Source: an optimization exercise on an open RTL-to-GDS flow (aim: small area, a short achievable clock period and few clock cycles). Production flows keep margins and buffers that such runs may drop.
In this exercise RTL edits were held to simulation tests only and were not proved equivalent to the original.
Power and IR drop assume default switching activity.

==> exp/cedar <==
## s9core
module s9core (
    input  wire        clk,
    input  wire        rst,
    input  wire [1:0]  cmd_op,
    input  wire [15:0] cmd_len,
    output wire        busy,
    output wire        done,
    output wire        fault,
    output wire [3:0]  fcode,
    output wire [15:0] finfo,
    output wire [15:0] res_n,
    output wire [18:0] res_bytes,
    output wire [15:0] vin_addr,
    input  wire [31:0] vin_rdata,
    output wire        vout_we,
    output wire [9:0]  vout_addr,
    output wire [31:0] vout_wdata,
    output wire        snk_valid,
    output wire        snk_len,
    output wire [31:0] snk_data,
    input  wire        snk_ready,
    input  wire        snk_fail,
    output wire        src_valid,
    output wire        src_len,
    input  wire        src_ready,
    input  wire        src_fail,
    input  wire [31:0] src_data
);
    localparam [2:0] F_EMPTY = 3'd1, F_VALUE = 3'd2, F_SEL    = 3'd3,
                     F_HDR   = 3'd4, F_SINK  = 3'd5, F_SOURCE = 3'd6,
                     F_ALLOC = 3'd7;
    function [4:0] row_cap;
        input integer s;
        case (s)
            0: row_cap = 5'd28;
            1: row_cap = 5'd14;
            2: row_cap = 5'd9;
            3: row_cap = 5'd7;
            4: row_cap = 5'd5;
            5: row_cap = 5'd4;
            6: row_cap = 5'd3;
            7: row_cap = 5'd2;
            default: row_cap = 5'd1;
        endcase
    endfunction
    function integer row_bits;
        input integer s;
        case (s)
            0: row_bits = 1;
            1: row_bits = 2;
  ...
Settings: LEC_CHECK=0, CAP_MARGIN=20, CORE_MARGIN=2, CORE_UTILIZATION=40, PLACE_DENSITY=0.6, SLEW_MARGIN=20; clock period 10.0 ns.
standard.sh (not shown) runs the stock make flow with config.mk's settings and CLKGATE_MAP_FILE= SYNTH_SCRIPT=/design/flow/synth_recipe.tcl, a recipe that flattens the netlist after the stock synthesis.
==> flow/flow/run.sh <==
#!/bin/bash
set -euo pipefail
bash standard.sh SETUP_SLACK_MARGIN=6.5 "BUFFER_PORTS_ARGS=-buffer_cell sky130_fd_sc_hd__buf_1" finish > flow_make.log 2>&1
==> exp/amber: changes against exp/cedar <==
==> flow/flow/run.sh (replaced) <==
#!/bin/bash
set -euo pipefail
bash standard.sh SETUP_SLACK_MARGIN=6.5 CORE_UTILIZATION=50 PLACE_DENSITY=0.65 finish > flow_make.log 2>&1
==> results.txt <==
Status: exp/amber timing/DRC/antenna clean; exp/cedar timing/DRC/antenna clean
Layout overhead on the synthesized area: exp/amber 36.7%; exp/cedar 19.9%
Met3 wire len: exp/amber 5780 µm; exp/cedar 4440 µm
Max IR drop VDD: exp/amber 0.101 mV; exp/cedar 0.120 mV
Transition at the pin with the smallest max-transition slack: exp/amber 0.872 ns; exp/cedar 0.946 ns
Placement-stage cell area: exp/amber 0.0138 mm²; exp/cedar 0.0125 mm²
Die area: exp/amber 0.0244 mm²; exp/cedar 0.0303 mm²
Detailed-route wire length per cell: exp/amber 24.2 µm; exp/cedar 22.2 µm
Global routing met3 resource utilization: exp/amber 7.58%; exp/cedar 5.73%
Detail Placement HPWL: exp/amber 29,700 µm; exp/cedar 29,300 µm
Final Non-Filler Cells: exp/amber 1,880; exp/cedar 1,913
Pwr per Cell Area: exp/amber 126 mW/mm²; exp/cedar 136 mW/mm²
Finished layout cell area: exp/amber 0.0158 mm²; exp/cedar 0.0139 mm²
Fillers: exp/amber 1,822; exp/cedar 2,772
Multi-input logic portion of the cell area: exp/amber 42.3%; exp/cedar 47.6%
Via-to-Cell Ratio: exp/amber 6.78; exp/cedar 6.33
Sequential standard cell area: exp/amber 0.00465 mm²; exp/cedar 0.00461 mm²
Global-route wire length before repair: exp/amber 67,500 µm; exp/cedar 64,400 µm
Achievable clock frequency: exp/amber 285 MHz; exp/cedar 290 MHz
Most common library cell in the layout ignoring fill and taps: exp/amber sky130_fd_sc_hd__clkdlybuf4s50_1; exp/cedar sky130_fd_sc_hd__buf_1
Post-cts sizing count: exp/amber 163; exp/cedar 36
Post-layout net count: exp/amber 1,687; exp/cedar 1,621
Post-CTS Setup Inserts: exp/amber 93; exp/cedar 21
Required arrival time at the worst endpoint: exp/amber 10.30 ns; exp/cedar 10.18 ns
Wire length the detailed router placed on met1: exp/amber 18,100 µm; exp/cedar 18,100 µm
Share of the core filled with cells in the final layout: exp/amber 69.8%; exp/cedar 48.6%
Testbench counts of exp/cedar, summed over its fixed seeds: cycles 105,556.
Testbench counts of exp/amber, summed over its fixed seeds: cycles 105,556.

* * *

==> job 469 <==
==> flow/design.v <==
module s9core (
    input  wire        clk,
    input  wire        rst,
    input  wire [1:0]  cmd_op,
    input  wire [15:0] cmd_len,
    output wire        busy,
    output wire        done,
    output wire        fault,
    output wire [3:0]  fcode,
    output wire [15:0] finfo,
    output wire [15:0] res_n,
    output wire [18:0] res_bytes,
    output wire [15:0] vin_addr,
    input  wire [31:0] vin_rdata,
    output wire        vout_we,
    output wire [9:0]  vout_addr,
    output wire [31:0] vout_wdata,
    output wire        snk_valid,
    output wire        snk_len,
    output wire [31:0] snk_data,
    input  wire        snk_ready,
    input  wire        snk_fail,
    output wire        src_valid,
    output wire        src_len,
    input  wire        src_ready,
    input  wire        src_fail,
    input  wire [31:0] src_data
);
    localparam [2:0] F_EMPTY = 3'd1, F_VALUE = 3'd2, F_SEL    = 3'd3,
                     F_HDR   = 3'd4, F_SINK  = 3'd5, F_SOURCE = 3'd6,
                     F_ALLOC = 3'd7;
    function [4:0] row_cap;
        input integer s;
        case (s)
            0: row_cap = 5'd28;
            1: row_cap = 5'd14;
            2: row_cap = 5'd9;
            3: row_cap = 5'd7;
            4: row_cap = 5'd5;
            5: row_cap = 5'd4;
            6: row_cap = 5'd3;
            7: row_cap = 5'd2;
            default: row_cap = 5'd1;
        endcase
    endfunction
    function integer row_bits;
        input integer s;
        case (s)
            0: row_bits = 1;
            1: row_bits = 2;
            2: row_bits = 3;
            3: row_bits = 4;
            4: row_bits = 5;
            5: row_bits = 7;
            6: row_bits = 9;
            7: row_bits = 14;
            default: row_bits = 28;
        endcase
    endfunction
    reg        busy_r, done_r, flt;
    reg [2:0]  fc;
    reg        s_echk, s_escan, s_dhdr, s_dchk, s_dword, s_dext;
    reg        fast;      
    reg [15:0] n;         
    reg [15:0] ptr;       
    reg [15:0] words;     
    reg [1:0]  hidx;      
    reg [4:0]  j;         
    reg [27:0] wreg;      
    reg [3:0]  sel;       
    reg [8:0]  live;      
    reg        vbad1;     
    reg [27:0] v1;
    reg [8:0]  ft1;       
    reg        val1;
    reg        wfull, wlast, pad, hdrp;
    reg        tf;        
    reg        vo;        
    reg        selok;
    reg        srcv, wev;     
    reg [7:0]  dm;            
    wire start   = !busy_r && !flt && (cmd_op != 2'd0);
    wire st_enc  = start && (cmd_op == 2'd1);
    wire st_dec  = start && cmd_op[1];
    wire [15:0] ptr_inc = ptr + 16'd1;
    wire [15:0] ptr_rew = ptr - {11'd0, j} - 16'd1;
    wire        pend    = (ptr == n);      
    reg [8:0] ft_in;
    integer r;
    always @* begin
        for (r = 0; r < 9; r = r + 1)
            ft_in[r] = ((vin_rdata[27:0] >> row_bits(r)) == 28'd0);
    end
    wire [8:0]  m        = ft1 & live;
    reg  [8:0]  conf;
    always @* begin
        for (r = 0; r < 9; r = r + 1)
            conf[r] = ({1'b0, j} >= {1'b0, row_cap(r)});
    end
    wire        first    = (j == 5'd0);
    wire [8:0]  lay_t    = (s_escan && first && !pad) ? m : live;    
    wire [8:0]  lay      = lay_t & ~{lay_t[7:0], 1'b0};               
    wire        fits     = |(ft1 & lay);
    wire        kill     = val1 && !pad && !first && !fits;
    wire        ins      = (val1 || pad) && !kill;       
    wire        last1    = pend;                         
    reg  [3:0]  lay_bin;
    reg         lay_full;      
    reg         lay_tf;        
    reg  [27:0] shifted;
    reg  [27:0] dmask;
    integer     p, b, top;
    always @* begin
        lay_bin  = 4'd0;
        lay_full = 1'b0;
        lay_tf   = 1'b0;
        shifted  = 28'd0;
        for (r = 0; r < 9; r = r + 1) begin
            b   = row_bits(r);
            top = row_cap(r) * b;
            if (lay[r]) begin
                lay_bin  = lay_bin | r[3:0];
                lay_full = lay_full | (j == row_cap(r) - 5'd1);
                lay_tf   = lay_tf | (j == row_cap(r) - 5'd2);
            end
            for (p = 0; p < 28; p = p + 1) begin
                if (p < top - b)
                    shifted[p] = shifted[p] | (lay[r] & wreg[p + b]);
                else if (p < top)
                    shifted[p] = shifted[p] | (lay[r] & s_escan & !pad & v1[p - top + b]);
            end
        end
    end
    always @* begin
        for (p = 0; p < 28; p = p + 1) begin
            if (p == 0)       dmask[p] = 1'b1;
            else if (p < 2)   dmask[p] = dm[0];
            else if (p < 3)   dmask[p] = dm[1];
            else if (p < 4)   dmask[p] = dm[2];
            else if (p < 5)   dmask[p] = dm[3];
            else if (p < 7)   dmask[p] = dm[4];
            else if (p < 9)   dmask[p] = dm[5];
            else if (p < 14)  dmask[p] = dm[6];
            else              dmask[p] = dm[7];
        end
    end
    wire        s_req   = hdrp || wfull;
    wire        s_ok    = s_req && snk_ready && !snk_fail;
    wire        s_bad   = s_escan && s_req && snk_ready && snk_fail;
    wire        wblk    = s_req && !(snk_ready && !(hdrp && wreg[3]));   
    wire        adv     = !wblk || !ins;                                   
    wire        e_end   = s_escan && wfull && wlast && snk_ready && !snk_fail;
    wire [7:0]  hbyte  = src_data[7:0];
    wire [15:0] hnew   = (hidx == 2'd0) ? {9'd0, hbyte[6:0]} :
                         (hidx == 2'd1) ? {2'd0, hbyte[6:0], n[6:0]} :
                                          {hbyte[1:0], n[13:0]};
    wire        hbad   = (hidx == 2'd2) && ((hbyte[6:2] != 5'd0) || hbyte[7]);
    wire        halloc = fast ? (n > 16'd997) : (n > 16'd1024);
    wire        nzero  = (n == 16'd0);
    wire        d_fin   = vo && (tf || !fast);         
    wire        d_fetch = tf && !vo;
    wire [3:0]  nsel    = src_data[3:0];
    wire [8:0]  nlive;
    genvar g;
    generate
        for (g = 0; g < 9; g = g + 1) begin : g_nl
            assign nlive[g] = (nsel <= g);
        end
    endgenerate
    wire e_emp     = s_echk && nzero;               
    wire e_chk_bad = s_echk && !nzero && vbad1;
    wire e_chk_end = s_echk && !nzero && !vbad1 && pend;
    wire h_take    = s_dhdr && src_ready && !src_fail;
    wire e_h_fail  = s_dhdr && src_ready && src_fail;
    wire e_h_bad   = h_take && hbad;
    wire e_h_last  = h_take && !hbad && !hbyte[7];
    wire e_alloc   = s_dchk && halloc;
    wire e_zero    = s_dchk && !halloc && nzero;
    wire e_first   = s_dchk && !halloc && !nzero;
    wire w_load    = s_dword && src_ready && !src_fail;
    wire e_w_fail  = s_dword && src_ready && src_fail;
    wire e_selbad  = s_dext && !selok;
    wire x_wr      = s_dext && selok;
    wire e_d_fin   = x_wr && d_fin;
    wire x_fetch   = x_wr && !d_fin && d_fetch;
    wire f_load    = x_fetch && src_ready && !src_fail;
    wire e_f_fail  = x_fetch && src_ready && src_fail;
    wire e_f_wait  = x_fetch && !src_ready;
    wire n_dhdr    = (s_dhdr && !(src_ready && (src_fail || hbad || !hbyte[7]))) || st_dec;
    wire n_dword   = e_first || (s_dword && !src_ready) || e_f_wait;
    wire n_dext    = w_load || (x_wr && !d_fin && !(d_fetch && !(src_ready && !src_fail)));
    wire ld        = w_load || f_load;
    wire n_selok   = ld ? (nsel <= 4'd8) : selok;
    wire n_tf      = ld ? (nsel == 4'd8) : x_wr ? lay_tf : tf;
    wire n_vo      = s_dchk ? (n == 16'd1) :
                     x_wr ? (vo || ((ptr[10:0] + 11'd2) == n[10:0])) : vo;
    wire e_fault   = e_emp || e_chk_bad || s_bad || e_h_fail || e_h_bad ||
                     e_alloc || e_w_fail || e_selbad || e_f_fail;
    wire e_done    = e_end || e_zero || e_d_fin;
    always @(posedge clk) begin
        if (rst) begin
            busy_r  <= 1'b0;
            done_r  <= 1'b0;
            flt     <= 1'b0;
            fc      <= 3'd0;
            s_echk  <= 1'b0;
            s_escan <= 1'b0;
            s_dhdr  <= 1'b0;
            s_dchk  <= 1'b0;
            s_dword <= 1'b0;
            s_dext  <= 1'b0;
            srcv    <= 1'b0;
            wev     <= 1'b0;
        end else begin
            busy_r  <= (busy_r && !e_fault && !e_done) || start;
            done_r  <= (done_r && !start) || e_done;
            flt     <= flt || e_fault;
            fc      <= fc | ({3{e_emp}}     & F_EMPTY)
                          | ({3{e_chk_bad}} & F_VALUE)
                          | ({3{e_selbad}}  & F_SEL)
                          | ({3{e_h_bad}}   & F_HDR)
                          | ({3{s_bad}}     & F_SINK)
                          | ({3{e_h_fail || e_w_fail || e_f_fail}} & F_SOURCE)
                          | ({3{e_alloc}}   & F_ALLOC);
            s_echk  <= (s_echk && !nzero && !vbad1 && !pend) || st_enc;
            s_escan <= (s_escan && !s_bad && !e_end) || e_chk_end;
            s_dhdr  <= n_dhdr;
            s_dchk  <= e_h_last;
            s_dword <= n_dword;
            s_dext  <= n_dext;
            srcv    <= n_dhdr || n_dword || (n_dext && n_selok && n_tf && !n_vo);
            wev     <= n_dext && n_selok;
        end
    end
    always @(posedge clk) begin
        vbad1 <= (vin_rdata[31:28] != 4'd0);
        if (rst || e_emp || e_chk_end || s_bad || e_end || e_zero || e_d_fin ||
            e_w_fail || e_f_fail || e_first || e_h_fail)
            ptr <= 16'd0;
        else if (e_chk_bad || (s_escan && adv && kill))
            ptr <= ptr_rew;
        else if (e_alloc)
            ptr <= n;
        else if (e_selbad)
            ptr <= {12'd0, sel};
        else if (st_enc || (s_echk && !vbad1) || (h_take && hbyte[7] && !hidx[1]) || x_wr ||
                 (s_escan && adv && !pend))
            ptr <= ptr_inc;
        if (rst) begin
            wfull <= 1'b0;
            hdrp  <= 1'b0;
        end else begin
            if (start) begin
                words <= 16'd0;
                hidx  <= 2'd0;
                j     <= 5'd0;
                fast  <= cmd_op[0];
                n     <= st_enc ? cmd_len : 16'd0;
            end
            if (e_chk_end) begin
                val1  <= 1'b0;
                pad   <= 1'b0;
                live  <= 9'h1ff;
                wfull <= 1'b0;
                wlast <= 1'b0;
                hdrp  <= 1'b1;
                wreg  <= {24'd0, (n[15:7] != 9'd0), n[6:4]};
                sel   <= n[3:0];
            end
            if (s_escan) begin
                if (adv) begin
                    if (kill) begin
                        val1 <= 1'b0;
                        j    <= 5'd0;
                        live <= live & (ft1 | conf);
                    end else begin
                        val1 <= !pend;
                        if (!pend) begin
                            v1  <= vin_rdata[27:0];
                            ft1 <= ft_in;
                        end
                        if (ins) begin
                            wreg <= shifted;
                            live <= lay_t;
                            if (lay_full) begin
                                sel   <= lay_bin;
                                j     <= 5'd0;
                                pad   <= 1'b0;
                                live  <= 9'h1ff;
                            end else begin
                                j   <= j + 5'd1;
                                pad <= pad || last1;
                            end
                        end
                    end
                end
                wfull <= (wfull && !(snk_ready && !hdrp)) ||
                         (adv && !kill && ins && lay_full);
                if (adv && !kill && ins && lay_full)
                    wlast <= last1 || pad;
                if (s_ok && hdrp) begin
                    hidx <= hidx + 2'd1;
                    hdrp <= wreg[3];
                    if (wreg[3]) begin
                        if (hidx == 2'd0) begin
                            wreg <= {24'd0, (n[15:14] != 2'd0), n[13:11]};
                            sel  <= n[10:7];
                        end else begin
                            wreg <= 28'd0;
                            sel  <= {2'd0, n[15:14]};
                        end
                    end
                end
                if (s_ok && !hdrp)
                    words <= words + 16'd1;
                if (s_bad) begin
                    hdrp  <= 1'b0;
                    wfull <= 1'b0;
                end
            end
            if (h_take) begin
                hidx <= hidx + 2'd1;
                n    <= hnew;
            end
            vo    <= n_vo;
            selok <= n_selok;
            tf    <= n_tf;
            if (w_load || f_load) begin
                wreg  <= src_data[31:4];
                sel   <= nsel;
                live  <= nlive;
                dm    <= ~nlive[7:0];
                j     <= 5'd0;
                words <= words + 16'd1;
            end else if (x_wr) begin
                wreg <= shifted;
                j    <= j + 5'd1;
            end
        end
    end
    assign busy      = busy_r;
    assign done      = done_r;
    assign fault     = flt;
    assign fcode     = {1'b0, fc};
    assign finfo     = ptr & {16{flt}};
    assign res_n     = n;
    assign res_bytes = {1'b0, words, hidx};
    assign vin_addr  = ptr;
    assign vout_we    = wev;
    assign vout_addr  = ptr[9:0];
    assign vout_wdata = {4'd0, wreg & dmask};
    assign snk_valid = hdrp || wfull;
    assign snk_len   = !hdrp;
    assign snk_data  = {wreg, sel};
    assign src_valid = srcv;
    assign src_len   = !s_dhdr;
endmodule
==> flow/flow/run.sh <==
#!/bin/bash
set -euo pipefail
bash standard.sh SETUP_SLACK_MARGIN=6.5 "BUFFER_PORTS_ARGS=-buffer_cell sky130_fd_sc_hd__buf_1" CTS_BUF_LIST=sky130_fd_sc_hd__clkbuf_8 finish > flow_make.log 2>&1
==> flow/standard.sh <==
#!/bin/bash
# synth_recipe.tcl (not shown) runs the flow's synth.tcl, then flattens the netlist and writes it again
# the make line also repeats each setting of config.mk as NAME=value (left out here)
make -C /OpenROAD-flow-scripts/flow DESIGN_CONFIG=/design/flow/config.mk WORK_HOME=/design/flow/orfs CLKGATE_MAP_FILE= SYNTH_SCRIPT=/design/flow/synth_recipe.tcl "${@:-finish}"
==> flow/config.mk <==
export PLATFORM = sky130hd
export DESIGN_NAME = s9core
export DESIGN_NICKNAME = s9core
export VERILOG_FILES = /design/flow/design.v
export SDC_FILE = /design/flow/constraint.sdc
export NUM_CORES = 4
export LEC_CHECK = 0
export CAP_MARGIN = 20
export CORE_MARGIN = 2
export CORE_UTILIZATION = 40
export PLACE_DENSITY = 0.6
export SLEW_MARGIN = 20
==> flow/constraint.sdc <==
create_clock -name core_clock -period 10.0 [get_ports {clk}]
set_input_delay 2.0000 -clock core_clock [delete_from_list [all_inputs] [get_ports {clk}]]
set_output_delay 2.0000 -clock core_clock [all_outputs]
set_load 0.01 [all_outputs]
==> job 5794: changes against job 469 <==
==> flow/flow/run.sh (replaced) <==
#!/bin/bash
set -euo pipefail
bash standard.sh SETUP_SLACK_MARGIN=6.5 finish > flow_make.log 2>&1
==> comparison <==
- Combinational power: job 5794 is larger than job 469 (31%).
- Against job 469, the register-to-register slack of job 5794 is worse by 30 ps.
- Against job 5794, the final area of job 469 is smaller by about 13%.
- Against job 469, the critical path depth of job 5794 is lower by 1.
- Of job 5794 and job 469, job 5794 has the higher utilization (gap 7.1 points).
==> figures <==
quantity                                        job 5794     job 469
FILL cells                                         2,679       2,786
Sequential portion of the cell area                29.2%       33.2%
Clock network power share                          34.1%       29.7%
Power dissipated by switching net loads           645 uW      558 uW
Worst Tran Pin Value                              915 ps      951 ps
M2 GR Usage                                        43.9%       40.5%
R2R setup slack                                  6500 ps     6530 ps
Status                          timing/DRC/antenna clean  timing/DRC/antenna clean
CTS resizes                                          160          36
Depth of the worst register-to-register path          12          10
DR WL/cell                                       23.0 um     22.1 um
Multi-input gate area in the final layout       6680 um2    6640 um2
Testbench counts of job 469, summed over its fixed seeds: cycles 105,556.
Testbench counts of job 5794, summed over its fixed seeds: cycles 105,556.

[re-timing with driven ports]
How much do the figures lean on ideal ports? The routed layouts below were timed once more, with nothing changed but the port constraints.
Step 1: set_driving_cell puts a clkbuf_16 on clk and a buf_2 on each other input, an assumption about the parent block.
Step 2 adds t to the input delays and takes it off the output delays; t is the mean of the earliest and latest rising clock arrival at the registers after step 1. Input paths then give back, and output paths get back, about the clock's delay inside the block.
Three values: ideal, step 1, step 2; two values: the first two.
run | shift t [ns] | setup WS [ns] | pins driven straight from the clock port
exp/cedar | 0.491 | 6.550 / 6.508 / 6.117 | 1
exp/amber | 0.487 | 6.492 / 6.467 / 6.084 | 1
job 469 | 0.529 | 6.512 / 6.466 / 6.050 | 1
job 5794 | 0.495 | 6.489 / 6.437 / 6.126 | 1
After both steps setup and hold are still met in every run listed. For job 469, which loses most, drivers alone change the setup slack by -0.046 ns; drivers and shift together by -0.462 ns.
